Background: an optimization exercise with open tools, aiming at small area, a short achievable clock period and few clock cycles. Do not read the settings as production practice. Where RTL was checked, it was by simulation tests only, not by an equivalence proof against the original.

==> flow/design.v (excerpt) <==
module bunny24_cipher (
  input         clk,
  input         rst,         
  input         key_valid,
  input  [23:0] key_in,
  output        key_ready,
  input         in_valid,
  input  [1:0]  in_mode,
  input  [23:0] in_data,
  output        in_ready,
  output        out_valid,
  output [23:0] out_data,
  input         out_ready
);
Size in the first run: roughly 8500 cells after synthesis, roughly 82 I/O pins, about 65000 um2 of cells after synthesis.
make LEC_CHECK=0 ABC_AREA=1 CAP_MARGIN=20 CORE_MARGIN=2 CORE_UTILIZATION=40 CTS_BUF_LIST='sky130_fd_sc_hd__clkbuf_4 sky130_fd_sc_hd__clkbuf_8' SETUP_SLACK_MARGIN=5 SLEW_MARGIN=20 finish   # period 8.0 ns
run.sh (not shown) runs the stock make flow with config.mk's settings and CLKGATE_MAP_FILE= SYNTH_SCRIPT=/design/flow/synth_recipe.tcl, a recipe that flattens the netlist after the stock synthesis.
Testbench counts at the start, summed over its fixed seeds: cycles 18,282.
Change:
SETUP_SLACK_MARGIN = 4.9   (was 5)
What happened: The new run went through all stages and came out clean. Design area goes down slightly. Final cell count hardly moves. Worst setup slack degrades by 0.059 ns. First-iteration DRC count goes down by a few percent. Area after synthesis is unchanged. Clock-buffer cell count goes up by 17.

== exp/amber ==
bunny24_cipher, a different RTL version from the one above (not shown whole).
For scale: roughly 3,000 cells after synthesis, about 650 flip-flops, roughly 82 I/O pins.
==> flow/design.v (excerpt) <==
module bunny24_cipher (
  input         clk,
  input         rst,         
  input         key_valid,
  input  [23:0] key_in,
  output        key_ready,
  input         in_valid,
  input  [1:0]  in_mode,
  input  [23:0] in_data,
  output        in_ready,
  output        out_valid,
  output [23:0] out_data,
  input         out_ready
);
  reg [23:0] in_q;               
  reg [1:0]  mode_q;
  reg        fire_q;             
  reg        kfire_q;            
  reg        have_key;
  reg        kexp;               
  reg        kinit;              
  reg [4:0]  kcnt;               
  reg [23:0] key_reg;            
  reg [23:0] rk [0:15];          
  reg [47:0] win;                
  reg [23:0] a, b;               
  reg        av, adec, ared, bv, bdec, bred;
  reg [3:0]  akidx, bkidx;       
  reg [1:0]  atag, btag;         
  reg [23:0] obuf, sb0, sb1;     
  reg        ov, sb0v, sb1v;
  reg [1:0]  sb0t, sb1t;
  ...
==> flow/config.mk <==
export PLATFORM = sky130hd
export DESIGN_NAME = bunny24_cipher
export DESIGN_NICKNAME = bunny24_cipher
export VERILOG_FILES = /design/flow/design.v
export SDC_FILE = /design/flow/constraint.sdc
export NUM_CORES = 4
export LEC_CHECK = 0
export CAP_MARGIN = 20
export CORE_MARGIN = 2
export CORE_UTILIZATION = 40
export SETUP_SLACK_MARGIN = 4.5
export SLEW_MARGIN = 20
==> flow/constraint.sdc <==
create_clock -name core_clock -period 8.0 [get_ports {clk}]
set_input_delay 1.6000 -clock core_clock [delete_from_list [all_inputs] [get_ports {clk}]]
set_output_delay 1.6000 -clock core_clock [all_outputs]
set_load 0.01 [all_outputs]
exp/amber finished all stages; the layout is clean.
Testbench counts of exp/amber, summed over its fixed seeds: cycles 42,244.
Modified inputs, exp/sierra compared to exp/amber
- swapping 4.5 for 5 in SETUP_SLACK_MARGIN
NOTE cell count exp/amber->exp/sierra increased by a few percent. exp/sierra packs its core more tightly than exp/amber. Of exp/amber and exp/sierra, the run reporting the higher number of vias after detailed routing was exp/sierra. In terms of I/O pin total, exp/amber and exp/sierra differ only marginally. exp/amber → exp/sierra: post-CTS setup buffer count rose 58, multi-input combinational gate total barely changed. Of exp/amber and exp/sierra, the higher cell area belongs to exp/sierra. exp/sierra: met2 layer usage reported by global route higher than exp/amber. Cell with the largest stage delay on the worst path = sky130_fd_sc_hd__mux4_2: exp/sierra; cell with the largest stage delay on the worst path = sky130_fd_sc_hd__and3_2: exp/amber. Against exp/amber as the reference, exp/sierra delivers a lower minimum clock period.

Another version of the RTL of bunny24_cipher (not shown whole).
Size in the first run: roughly 620 flip-flops, ~35000 µm² of cells after synthesis.
make LEC_CHECK=0 ABC_AREA=1 CAP_MARGIN=20 CORE_MARGIN=2 CORE_UTILIZATION=40 SETUP_SLACK_MARGIN=5 SLEW_MARGIN=20 finish   # period 8.0 ns
The first run produced a clean layout.
Next try:
--- a/flow/config.mk
+++ b/flow/config.mk
@@ -8 +7,0 @@
-export ABC_AREA = 1
Outcome: Final cell count goes down by about a fifth. Synthesized cell count goes down by about a fifth. Via count goes down by roughly a tenth. Area after synthesis goes down slightly. Fmax goes down slightly.
Next try:
--- a/flow/config.mk
+++ b/flow/config.mk
@@ -12,0 +13 @@
+export TNS_END_PERCENT = 0
Result: Die area stays the same. Non-clock buffer count drops by 35. Core utilization is lower by 1.3 points. Flip-flop and latch count does not change. First-iteration DRC count came out lower by 8.6%.
Function was not checked in any run of this note: the RTL went through the layout flow alone.

Setup of garnet:
Another version of the RTL of bunny24_cipher (not shown whole).
Size in the first run: roughly 3200 cells after synthesis, roughly 720 flip-flops, about 82 I/O pins, about 37000 um2 of cells after synthesis.
==> flow/config.mk <==
export PLATFORM = sky130hd
export DESIGN_NAME = bunny24_cipher
export DESIGN_NICKNAME = bunny24_cipher
export VERILOG_FILES = /design/flow/design.v
export SDC_FILE = /design/flow/constraint.sdc
export NUM_CORES = 4
export LEC_CHECK = 0
export CAP_MARGIN = 20
export CORE_MARGIN = 2
export CORE_UTILIZATION = 40
export SETUP_SLACK_MARGIN = 4.5
export SLEW_MARGIN = 20
==> flow/constraint.sdc <==
create_clock -name core_clock -period 8.0 [get_ports {clk}]
set_input_delay 1.6000 -clock core_clock [delete_from_list [all_inputs] [get_ports {clk}]]
set_output_delay 1.6000 -clock core_clock [all_outputs]
set_load 0.01 [all_outputs]
garnet went all the way through the flow, and no timing, DRC or antenna check failed.
Input-level comparison between maple and garnet:
Settings: clearing SETUP_SLACK_MARGIN, which used to be 4.5.
Results
- Going from garnet to maple, average wire per cell in the routed design shrinks by 4.8%.
- Compared maple against garnet; half-perimeter wire length after placement within noise.
- maple vs garnet, final cell count without fillers went down by 5.4%.
- Post-detailed-routing wire length: maple < garnet
- Maximum fanout encountered on the critical timing path up 46 in maple wrt garnet
- Delta(detailed route wirelength on metal3, maple - garnet) < 0
- Looking at tightest hold margin, maple sits 0.0057 ns higher than garnet does.
- Of the two values seen for cell with the largest stage delay on the worst path, sky130_fd_sc_hd__or3_1 was produced by maple and sky130_fd_sc_hd__or4_4 by garnet.
- Changes observed in maple relative to garnet: final core area utilization moved down; number of cells on the worst hold path closely matched the old numbers.
No functional check of the RTL was part of any run of this note.

Another version of the RTL of bunny24_cipher (not shown whole).
Size in the first run: ~5,500 cells after synthesis, ~790 flip-flops, ~82 I/O pins.
Settings: LEC_CHECK=0, CAP_MARGIN=20, CORE_MARGIN=2, CORE_UTILIZATION=40, CTS_BUF_LIST=sky130_fd_sc_hd__clkbuf_4 sky130_fd_sc_hd__clkbuf_8, SETUP_SLACK_MARGIN=5, SLEW_MARGIN=20; clock period 8.0 ns.
Testbench counts at the start, summed over its fixed seeds: cycles 22,484.
Edit:
- CTS_BUF_LIST: sky130_fd_sc_hd__clkbuf_4 sky130_fd_sc_hd__clkbuf_8 -> unset
The new run ran to the end with no violations.
Area after synthesis stays the same.
Wire length hardly moves.
Via count is lower by 0.38%.
Cell count decreases by 1.1%.
Critical path depth rose by 6.
First-iteration DRC count went up by 1.0%.

separate check: timing with driven ports:
The results above use ideal ports. As a check the final layouts listed here were re-extracted and re-timed, cells and wires unchanged. Step 1 sets driving cells, clkbuf_16 on the clock port and buf_2 on the other inputs (assumed; they add their load-dependent delay and slew). Step 2 times the ports against the registers' clock, not the clock port: input delays grow and output delays shrink by t, the midpoint of the rising clock arrivals with the driver on. Three values: ideal ports, drivers, drivers and shift; two values: the first two.
| run | shift t [ns] | setup slack, ns | worst hold slack (ns) | worst register clock-pin slew, ns |
|---|---|---|---|---|
| the first run of note 1 | 1.039 | 4.857 / 4.777 / 4.031 | 0.317 / 0.317 / 0.317 | 0.07 / 0.07 |
| the second run of note 1 | 1.011 | 4.798 / 4.792 / 3.941 | 0.323 / 0.323 / 0.323 | 0.07 / 0.07 |
| exp/amber | 0.695 | 4.546 / 4.546 / 3.900 | 0.347 / 0.347 / 0.347 | 0.07 / 0.07 |
| exp/sierra | 0.699 | 4.809 / 4.809 / 4.352 | 0.352 / 0.352 / 0.352 | 0.07 / 0.07 |
| the first run of note 3 | 0.669 | 4.988 / 4.957 / 4.464 | 0.327 / 0.327 / 0.327 | 0.07 / 0.07 |
| the second run of note 3 | 0.680 | 4.970 / 4.954 / 4.486 | 0.326 / 0.326 / 0.326 | 0.07 / 0.07 |
| the third run of note 3 | 0.670 | 4.794 / 4.746 / 4.362 | 0.327 / 0.327 / 0.327 | 0.06 / 0.06 |
| garnet | 0.714 | 4.064 / 4.064 / 3.789 | 0.340 / 0.340 / 0.340 | 0.07 / 0.07 |
| maple | 0.698 | 2.394 / 2.394 / 2.394 | 0.345 / 0.345 / 0.345 | 0.07 / 0.07 |
| the first run of note 5 | 0.940 | 4.877 / 4.804 / 4.099 | 0.326 / 0.326 / 0.326 | 0.07 / 0.07 |
| the second run of note 5 | 0.776 | 4.867 / 4.869 / 4.138 | 0.327 / 0.327 / 0.327 | 0.08 / 0.08 |
After both steps every run listed still meets setup and hold. For the second run of note 1, which loses most, drivers alone change the setup slack by -0.006 ns; drivers and shift together by -0.857 ns.
